Context: an optimization exercise on an open-source flow, tuned for small area. The choices shown serve that exercise and are no tape-out recipe.
The RTL was checked by simulation tests, not by an equivalence proof against the original design.

==> flow/design.v <==
module rc_motor_core (
    input  wire clk,
    input  wire rst,       
    input  wire rc_in,     
    output wire sw_fh,     
    output wire sw_fl,     
    output wire sw_bh,     
    output wire sw_bl      
);
    localparam [31:0] P_PW_MIN     = 32'd275;
    localparam [31:0] P_PW_MAX     = 32'd475;
    localparam [31:0] P_PW_MID     = 32'd375;
    localparam [31:0] P_PW_DZ      = 32'd10;
    localparam [7:0]  P_WD_MAX     = 8'd50;
    localparam [11:0] P_DEAD       = 12'd50;
    localparam [11:0] P_SETTLE     = 12'd2500;
    localparam [7:0]  P_PWM_LAST   = 8'd254;    
    localparam [7:0]  P_DUTY_MAX   = 8'd255;
    localparam [1:0] ST_UNINIT = 2'd0;
    localparam [1:0] ST_FWD    = 2'd1;
    localparam [1:0] ST_BWD    = 2'd2;
    localparam [1:0] ST_BRAKE  = 2'd3;
    localparam [1:0] PH_IDLE   = 2'd0;
    localparam [1:0] PH_DEAD1  = 2'd1;
    localparam [1:0] PH_DEAD2  = 2'd2;
    localparam [1:0] PH_SETTLE = 2'd3;
    localparam FH = 0;
    localparam FL = 1;
    localparam BH = 2;
    localparam BL = 3;
    localparam EV_EDGE  = 0;
    localparam EV_TICK  = 1;
    localparam EV_START = 2;
    localparam EV_MATCH = 3;
    reg [31:0] time_q;
    reg [31:0] pulse_start_q;
    reg [7:0]  wd_cnt_q;
    reg [1:0]  target_state_q;
    reg [7:0]  target_power_q;
    reg [1:0]  motor_state_q;
    reg [7:0]  duty_q;
    reg [7:0]  duty_sh_q;
    reg [7:0]  pwm_cnt_q;
    reg [3:0]  sw_q;
    reg        rc_prev_q;
    reg [3:0]  pend_q;
    reg [1:0]  seq_phase_q;
    reg [1:0]  seq_tgt_q;
    reg [11:0] seq_cnt_q;
    wire [31:0] time_inc = time_q + 32'd1;             
    wire [31:0] elapsed  = time_inc - pulse_start_q;   
    wire in_band  = (elapsed >= P_PW_MIN) && (elapsed <= P_PW_MAX);
    wire is_fwd   = elapsed > (P_PW_MID + P_PW_DZ);
    wire is_bwd   = elapsed < (P_PW_MID - P_PW_DZ);
    wire [8:0]  fwd_diff = elapsed[8:0] - 9'd375;
    wire [8:0]  bwd_diff = 9'd375 - elapsed[8:0];
    wire [15:0] fwd_prod = fwd_diff * 16'd255;
    wire [15:0] bwd_prod = bwd_diff * 16'd255;
    wire [15:0] fwd_quot = fwd_prod / 16'd100;
    wire [15:0] bwd_quot = bwd_prod / 16'd100;
    wire [7:0]  fwd_power = fwd_quot[7:0];    
    wire [7:0]  bwd_power = bwd_quot[7:0];    
    reg [31:0] n_time;
    reg [31:0] n_pulse_start;
    reg [7:0]  n_wd_cnt;
    reg [1:0]  n_target_state;
    reg [7:0]  n_target_power;
    reg [1:0]  n_motor_state;
    reg [7:0]  n_duty;
    reg [7:0]  n_duty_sh;
    reg [7:0]  n_pwm_cnt;
    reg [3:0]  n_sw;
    reg        n_rc_prev;
    reg [3:0]  n_pend;
    reg [1:0]  n_seq_phase;
    reg [1:0]  n_seq_tgt;
    reg [11:0] n_seq_cnt;
    reg        edge_ev, tick_ev, start_ev, match_ev;
    reg [1:0]  go_tgt;
    reg        go;
    always @* begin
        n_time         = time_q;
        n_pulse_start  = pulse_start_q;
        n_wd_cnt       = wd_cnt_q;
        n_target_state = target_state_q;
        n_target_power = target_power_q;
        n_motor_state  = motor_state_q;
        n_duty         = duty_q;
        n_duty_sh      = duty_sh_q;
        n_pwm_cnt      = pwm_cnt_q;
        n_sw           = sw_q;
        n_rc_prev      = rc_prev_q;
        n_pend         = pend_q;
        n_seq_phase    = seq_phase_q;
        n_seq_tgt      = seq_tgt_q;
        n_seq_cnt      = seq_cnt_q;
        go             = 1'b0;
        go_tgt         = ST_BRAKE;
        edge_ev   = (rc_in != rc_prev_q);
        n_rc_prev = rc_in;
        n_time  = time_inc;
        tick_ev = (n_time[7:0] == 8'd0);
        if (pwm_cnt_q == P_PWM_LAST) begin
            n_pwm_cnt = 8'd0;
            n_duty_sh = duty_q;
            start_ev  = 1'b1;
        end else begin
            n_pwm_cnt = pwm_cnt_q + 8'd1;
            start_ev  = 1'b0;
        end
        match_ev = (n_pwm_cnt == n_duty_sh);
        if (edge_ev)  n_pend[EV_EDGE]  = 1'b1;
        if (tick_ev)  n_pend[EV_TICK]  = 1'b1;
        if (start_ev) n_pend[EV_START] = 1'b1;
        if (match_ev) n_pend[EV_MATCH] = 1'b1;
        if (seq_phase_q != PH_IDLE) begin
            n_seq_cnt = seq_cnt_q - 12'd1;
            if (n_seq_cnt == 12'd0) begin
                case ({seq_phase_q, seq_tgt_q})
                    {PH_DEAD1, ST_FWD}: begin
                        n_sw[FL]    = 1'b1;
                        n_seq_phase = PH_DEAD2;
                        n_seq_cnt   = P_DEAD;
                    end
                    {PH_DEAD1, ST_BWD}: begin
                        n_sw[BL]    = 1'b1;
                        n_seq_phase = PH_DEAD2;
                        n_seq_cnt   = P_DEAD;
                    end
                    {PH_DEAD2, ST_FWD}: begin
                        n_sw[FH]      = 1'b1;
                        n_motor_state = ST_FWD;
                        n_seq_phase   = PH_IDLE;
                    end
                    {PH_DEAD2, ST_BWD}: begin
                        n_sw[BH]      = 1'b1;
                        n_motor_state = ST_BWD;
                        n_seq_phase   = PH_IDLE;
                    end
                    {PH_DEAD1, ST_BRAKE}: begin
                        n_sw[FL]      = 1'b1;
                        n_sw[BL]      = 1'b1;
                        n_motor_state = ST_BRAKE;
                        n_seq_phase   = PH_SETTLE;
                        n_seq_cnt     = P_SETTLE;
                    end
                    {PH_SETTLE, ST_BRAKE}: begin
                        n_seq_phase = PH_IDLE;
                    end
                    default: ;   
                endcase
            end
        end
        if (n_seq_phase == PH_IDLE) begin
            if (n_pend[EV_EDGE]) begin
                n_pend[EV_EDGE] = 1'b0;
                if (n_rc_prev) begin
                    n_pulse_start = n_time;
                    n_wd_cnt      = P_WD_MAX;
                end else if (in_band) begin
                    if (is_fwd) begin
                        n_target_state = ST_FWD;
                        n_target_power = fwd_power;
                    end else if (is_bwd) begin
                        n_target_state = ST_BWD;
                        n_target_power = bwd_power;
                    end else begin
                        n_target_state = ST_BRAKE;
                        n_target_power = 8'd0;
                    end
                end
            end
            if (n_pend[EV_TICK]) begin
                n_pend[EV_TICK] = 1'b0;
                if (n_wd_cnt == 8'd0 && n_motor_state != ST_BRAKE)
                    n_target_state = ST_BRAKE;
                else if (n_wd_cnt != 8'd0)
                    n_wd_cnt = n_wd_cnt - 8'd1;
            end
            if (n_pend[EV_START]) begin
                n_pend[EV_START] = 1'b0;
                if (n_duty_sh != 8'd0) begin
                    if (n_motor_state == ST_FWD)
                        n_sw[FH] = 1'b1;
                    else if (n_motor_state == ST_BWD)
                        n_sw[BH] = 1'b1;
                end
            end
            if (n_pend[EV_MATCH]) begin
                n_pend[EV_MATCH] = 1'b0;
                if (n_duty_sh != P_DUTY_MAX && n_motor_state != ST_BRAKE) begin
                    n_sw[FH] = 1'b0;
                    n_sw[BH] = 1'b0;
                end
            end
            if (n_target_state != n_motor_state) begin
                go = 1'b1;
                if (n_target_state == ST_FWD && n_motor_state == ST_BRAKE) begin
                    n_duty = 8'd0;
                    go_tgt = ST_FWD;
                end else if (n_target_state == ST_BWD && n_motor_state == ST_BRAKE) begin
                    n_duty = 8'd0;
                    go_tgt = ST_BWD;
                end else begin
                    go_tgt = ST_BRAKE;
                end
            end else begin
                n_duty = n_target_power;
            end
            if (go) begin
                case (go_tgt)
                    ST_FWD: begin
                        n_sw[BH] = 1'b0;
                        n_sw[BL] = 1'b0;
                    end
                    ST_BWD: begin
                        n_sw[FH] = 1'b0;
                        n_sw[FL] = 1'b0;
                    end
                    default: begin
                        n_sw[FH] = 1'b0;
                        n_sw[BH] = 1'b0;
                    end
                endcase
                n_seq_tgt   = go_tgt;
                n_seq_phase = PH_DEAD1;
                n_seq_cnt   = P_DEAD;
            end
        end
    end
    always @(posedge clk) begin
        if (rst) begin
            time_q         <= 32'd0;
            pulse_start_q  <= 32'd0;
            wd_cnt_q       <= 8'd0;
            target_state_q <= ST_BRAKE;
            target_power_q <= 8'd0;
            motor_state_q  <= ST_UNINIT;
            duty_q         <= 8'd0;
            duty_sh_q      <= 8'd0;
            pwm_cnt_q      <= 8'd0;
            sw_q           <= 4'b0000;
            rc_prev_q      <= 1'b0;
            pend_q         <= 4'b0000;
            seq_phase_q    <= PH_IDLE;
            seq_tgt_q      <= 2'd0;
            seq_cnt_q      <= 12'd0;
        end else begin
            time_q         <= n_time;
            pulse_start_q  <= n_pulse_start;
            wd_cnt_q       <= n_wd_cnt;
            target_state_q <= n_target_state;
            target_power_q <= n_target_power;
            motor_state_q  <= n_motor_state;
            duty_q         <= n_duty;
            duty_sh_q      <= n_duty_sh;
            pwm_cnt_q      <= n_pwm_cnt;
            sw_q           <= n_sw;
            rc_prev_q      <= n_rc_prev;
            pend_q         <= n_pend;
            seq_phase_q    <= n_seq_phase;
            seq_tgt_q      <= n_seq_tgt;
            seq_cnt_q      <= n_seq_cnt;
        end
    end
    assign sw_fh = sw_q[FH];
    assign sw_fl = sw_q[FL];
    assign sw_bh = sw_q[BH];
    assign sw_bl = sw_q[BL];
endmodule
==> flow/run.sh <==
#!/bin/bash
# synth_recipe.tcl (not shown) runs the flow's synth.tcl, then flattens the netlist and writes it again
# the make line also repeats each setting of config.mk as NAME=value (left out here)
make -C /OpenROAD-flow-scripts/flow DESIGN_CONFIG=/design/flow/config.mk WORK_HOME=/design/flow/orfs CLKGATE_MAP_FILE= SYNTH_SCRIPT=/design/flow/synth_recipe.tcl finish
==> flow/config.mk <==
export PLATFORM = sky130hd
export DESIGN_NAME = rc_motor_core
export DESIGN_NICKNAME = rc_motor_core
export VERILOG_FILES = /design/flow/design.v
export SDC_FILE = /design/flow/constraint.sdc
export NUM_CORES = 4
export LEC_CHECK = 0
export CAP_MARGIN = 20
export CORE_MARGIN = 2
export CORE_UTILIZATION = 40
export SLEW_MARGIN = 20
==> flow/constraint.sdc <==
create_clock -name core_clock -period 16.0 [get_ports {clk}]
set_input_delay 3.2000 -clock core_clock [delete_from_list [all_inputs] [get_ports {clk}]]
set_output_delay 3.2000 -clock core_clock [all_outputs]
set_load 0.01 [all_outputs]
==> flow_summary_export.csv <==
group,metric,value,unit
status,status,"complete, no violations",
cts,clock_path_buffers,2,
job,drv_cap,0,
logic_synthesis,yosysWarnings,1,
place,dp_cells,2559,
sta,period_needed,14.24,ns
setup_path,slowest_stage,"xnor2_1",
cts,postCtsSetupRepairBufs,0,
drt,vias,14668,
floorplanning,die_area,41300,um2
logic_synthesis,synth_fp_nets,2274,
setup_path,reg2reg_from,"time_q[0]",
floorplanning,die_h,203,um
sta,slew_headroom,30.0,%
global_route,grt_usage,19.2,%
sta,final_hold_viol_count,0,
setup_path,path_max_fanout,13,
setup_path,start_kind,"flop",
cts,htree_levels,4,
setup_path,path_class,"reg2reg",
sta,worst_pin_slew,1.04,ns
logic_synthesis,ys_seq_area_share,16.8,%
floorplanning,core-area,38900,um2
cts,cts.sinks,133,
setup_path,reg2reg_to,"duty_q[0]",
place,dp_hpwl,30300,um
logic_synthesis,syn_area_per_cell,7.57,um2
drt,drt-pass1-iter-count,5,
sta,fin_worst_skew,0.0109,ns
sta,fin_tns_setup,0,ns
floorplanning,placementRows,72,
cts,tritoncts,"yes",
cts,cts_resized,0,
floorplanning,fp.dieW,203,um
setup_path,crit_top_cell,"ha_1",
setup_path,cp.arrival,14.60,ns
drt,vias_per_cell,5.66,
cells_and_area,layout_commonest_cell,"nor2_1",
cells_and_area,stdcell_count,2590,
setup_path,endpoint_kind,"flop",
place,globalplace.congestion,0.911,
sta,grt_setup_unrepaired,"false",
drt,wl_per_cell,15.2,um
global_route,grt_max_degree,72,
place,io_buffers,6,
min_path,hold_depth,2,
sta,fin_crit_sh,89.0,%
setup_path,reg2regPathDepth,46,
logic_synthesis,ys.flop_type,"dfxtp_1",
global_route,first_global_vias,13876,
floorplanning,boundaryPins,7,
min_path,holdPathEnd,"target_power_q[7]",
cells_and_area,drive_gt1_share,6.32,%
sta,fmax,0.0702,GHz
cts,hold_buffers,0,
sta,slew_violations,0,
min_path,min_path_type,"reg2reg",
cells_and_area,area_growth_syn_to_layout,7.13,%
setup_path,cp.required,16.37,ns
global_route,overflow,0,
cts,clk_pin_slew,0.06,ns
global_route,antenna_found_initial,0,
logic_synthesis,synth_cell_type_count,120,
logic_synthesis,synth_edf_count,0,
cells_and_area,nets,2239,
drt,drc,0,
cts,root_buffer,"clkbuf_16",
min_path,hold_start,"target_power_q[7]",
drt,drt_iter0_markers,859,
cells_and_area,mostFrequentLayoutCells,"nor2_1 (247), inv_1 (192), nand2_1 (153)",
drt,routed_wl,39200,um
cts,worstSkewPairLatency,0.42,ns
global_route,grt_pass1_wl,67500,um
cells_and_area,num-fill-cells,3919,
cells_and_area,multiInputGateArea,12200,um2
logic_synthesis,ys_ff_latch,133,
floorplanning,initial_utilization,40.8,%
drt,antenna_left,0,
cts,cts_buffers,17,
logic_synthesis,synthCells,2095,
logic_synthesis,synthArstFlopShare,0,%
cells_and_area,diodes,0,
sta,setup_viol,0,
setup_path,cpPeakStageDelay,0.82,ns
logic_synthesis,syn_area,15900,um2
setup_path,r2r_setup_slack,1.76,ns
cells_and_area,regArea,2660,um2
==> worst max-delay path: cells and delay by family (launching register included) <==
family                   cells  cell delay [ns]
adder cells (fa/ha/maj)      8             3.15
AND/OR/NAND/NOR              8             2.14
AO/OA/AOI/OAI               20             5.55
XOR/XNOR                     4             1.78
multiplexers                 2             0.59
flip-flops                   1             0.37
buffers and inverters        4             0.57
==> synthesized netlist by cell type (17+ instances only) <==
| master | number | area share, % |
|---|---|---|
| a211oi_1 | 53 | 2.5 |
| a21o_1 | 28 | 1.3 |
| a21oi_1 | 116 | 3.7 |
| a31oi_1 | 21 | 0.83 |
| and2_1 | 24 | 0.95 |
| and3_1 | 25 | 0.99 |
| clkbuf_1 | 54 | 1.3 |
| dfxtp_1 | 133 | 17 |
| fa_1 | 45 | 5.7 |
| ha_1 | 131 | 10 |
| inv_1 | 192 | 4.5 |
| mux2i_1 | 22 | 1.4 |
| nand2_1 | 153 | 3.6 |
| nand2b_1 | 20 | 0.79 |
| nand3_1 | 52 | 1.6 |
| nor2_1 | 248 | 5.9 |
| nor2b_1 | 17 | 0.67 |
| nor3_1 | 68 | 2.1 |
| nor4_1 | 22 | 0.87 |
| o21a_1 | 26 | 1.2 |
| o21ai_0 | 94 | 3.0 |
| or2_2 | 19 | 0.75 |
| or3_1 | 27 | 1.1 |
| xnor2_1 | 95 | 5.2 |
| xor2_1 | 70 | 3.9 |
==> logic make-up (layout without fill, tap and decap cells) <==
family,after synthesis,count (layout),synth area share (%)
AOI/OAI and AO/OA,579,579,26.3
buffers and inverters,263,240,6.39
xor gates and xnor gates,170,170,9.62
DFF,133,133,16.8
adders and majority gates,180,180,16.3
and+or+nand+nor,741,741,22.8
muxes,29,29,1.88
==> through the flow <==
stage          instance area, um2  utilization (%)  hold WS [ns]  worst slack (ns)
3_3_place_gp                16400             42.0         0.432              2.31
4_1_cts                     17000             43.6         0.446              1.87
6_report                    17000             43.7         0.444              1.76
2_1_floorplan               15900                -         0.422              4.02
3_5_place_dp                16400             42.0         0.437              1.95
5_1_grt                     17000             43.7         0.477             0.396
==> sequential cells by signal, indices dropped and copies added, names as in the netlist <==
signal          flops
duty_q              8
duty_sh_q           8
motor_state_q       2
pend_q              4
pulse_start_q      32
pwm_cnt_q           8
rc_prev_q           1
seq_cnt_q          12
seq_phase_q         2
seq_tgt_q           2
sw_q                4
target_power_q      8
target_state_q      2
time_q             32
wd_cnt_q            8
==> layer usage <==
| metal | up-vias | part of all wire, % | wire, um | track usage (%) |
|---|---|---|---|---|
| met5 | - | 0 | 0 | 0 |
| met4 | 0 | 1.5 | 588 | 4.72 |
| met3 | 45 | 3.3 | 1300 | 1.92 |
| met2 | 301 | 45 | 17600 | 31.1 |
| met1 | 6872 | 50 | 19700 | 27.4 |
| li1 | 7450 | - | - | - |
==> worst max path at each step <==
stage	startpoint	end	slack, ns	cells past startpoint
after floorplan	time_q[0]	duty_q[0]	4.02	47
after global placement	time_q[0]	duty_q[0]	2.31	45
after detailed placement	time_q[0]	duty_q[0]	1.95	45
after CTS	time_q[0]	duty_q[0]	1.87	45
after global routing	time_q[0]	duty_q[0]	0.40	46
final	time_q[0]	duty_q[0]	1.76	46
==> cell type report <==
cell class / instances / share of cell area, %
clock buffer: 22 / 2.67
inverter: 194 / 4.28
timing repair buffer: 15 / 0.736
sequential: 133 / 15.7
tap: 518 / 3.81
multi-input combinational: 1699 / 71.9
clock inverter: 9 / 0.898

-- static timing again, ports no longer ideal --
How much do the figures lean on ideal ports? The routed layout below was timed once more, with nothing changed but the port constraints. Step 1 (the two cells are an assumption about what drives the block):
set clk [get_ports {clk}]
set_driving_cell -lib_cell sky130_fd_sc_hd__clkbuf_16 $clk
set_driving_cell -lib_cell sky130_fd_sc_hd__buf_2 [delete_from_list [all_inputs] $clk]
Step 2 adds t to the input delays and takes it off the output delays; t is the mean of the earliest and latest rising clock arrival at the registers after step 1. Input paths then give back, and output paths get back, about the clock's delay inside the block. Three values: ideal ports, drivers, drivers and shift; two values: the first two.
t, ns: 0.461
slack for setup (ns): 1.764 / 1.764 / 1.764
worst setup path after step 2: register to register
latest minus earliest clock arrival (ns): 0.011 / 0.011
pins driven straight from the clock port: 1
After both steps this run still meets setup and hold. The setup slack of this run moves by 0.000 ns with the drivers and by 0.000 ns with both steps.
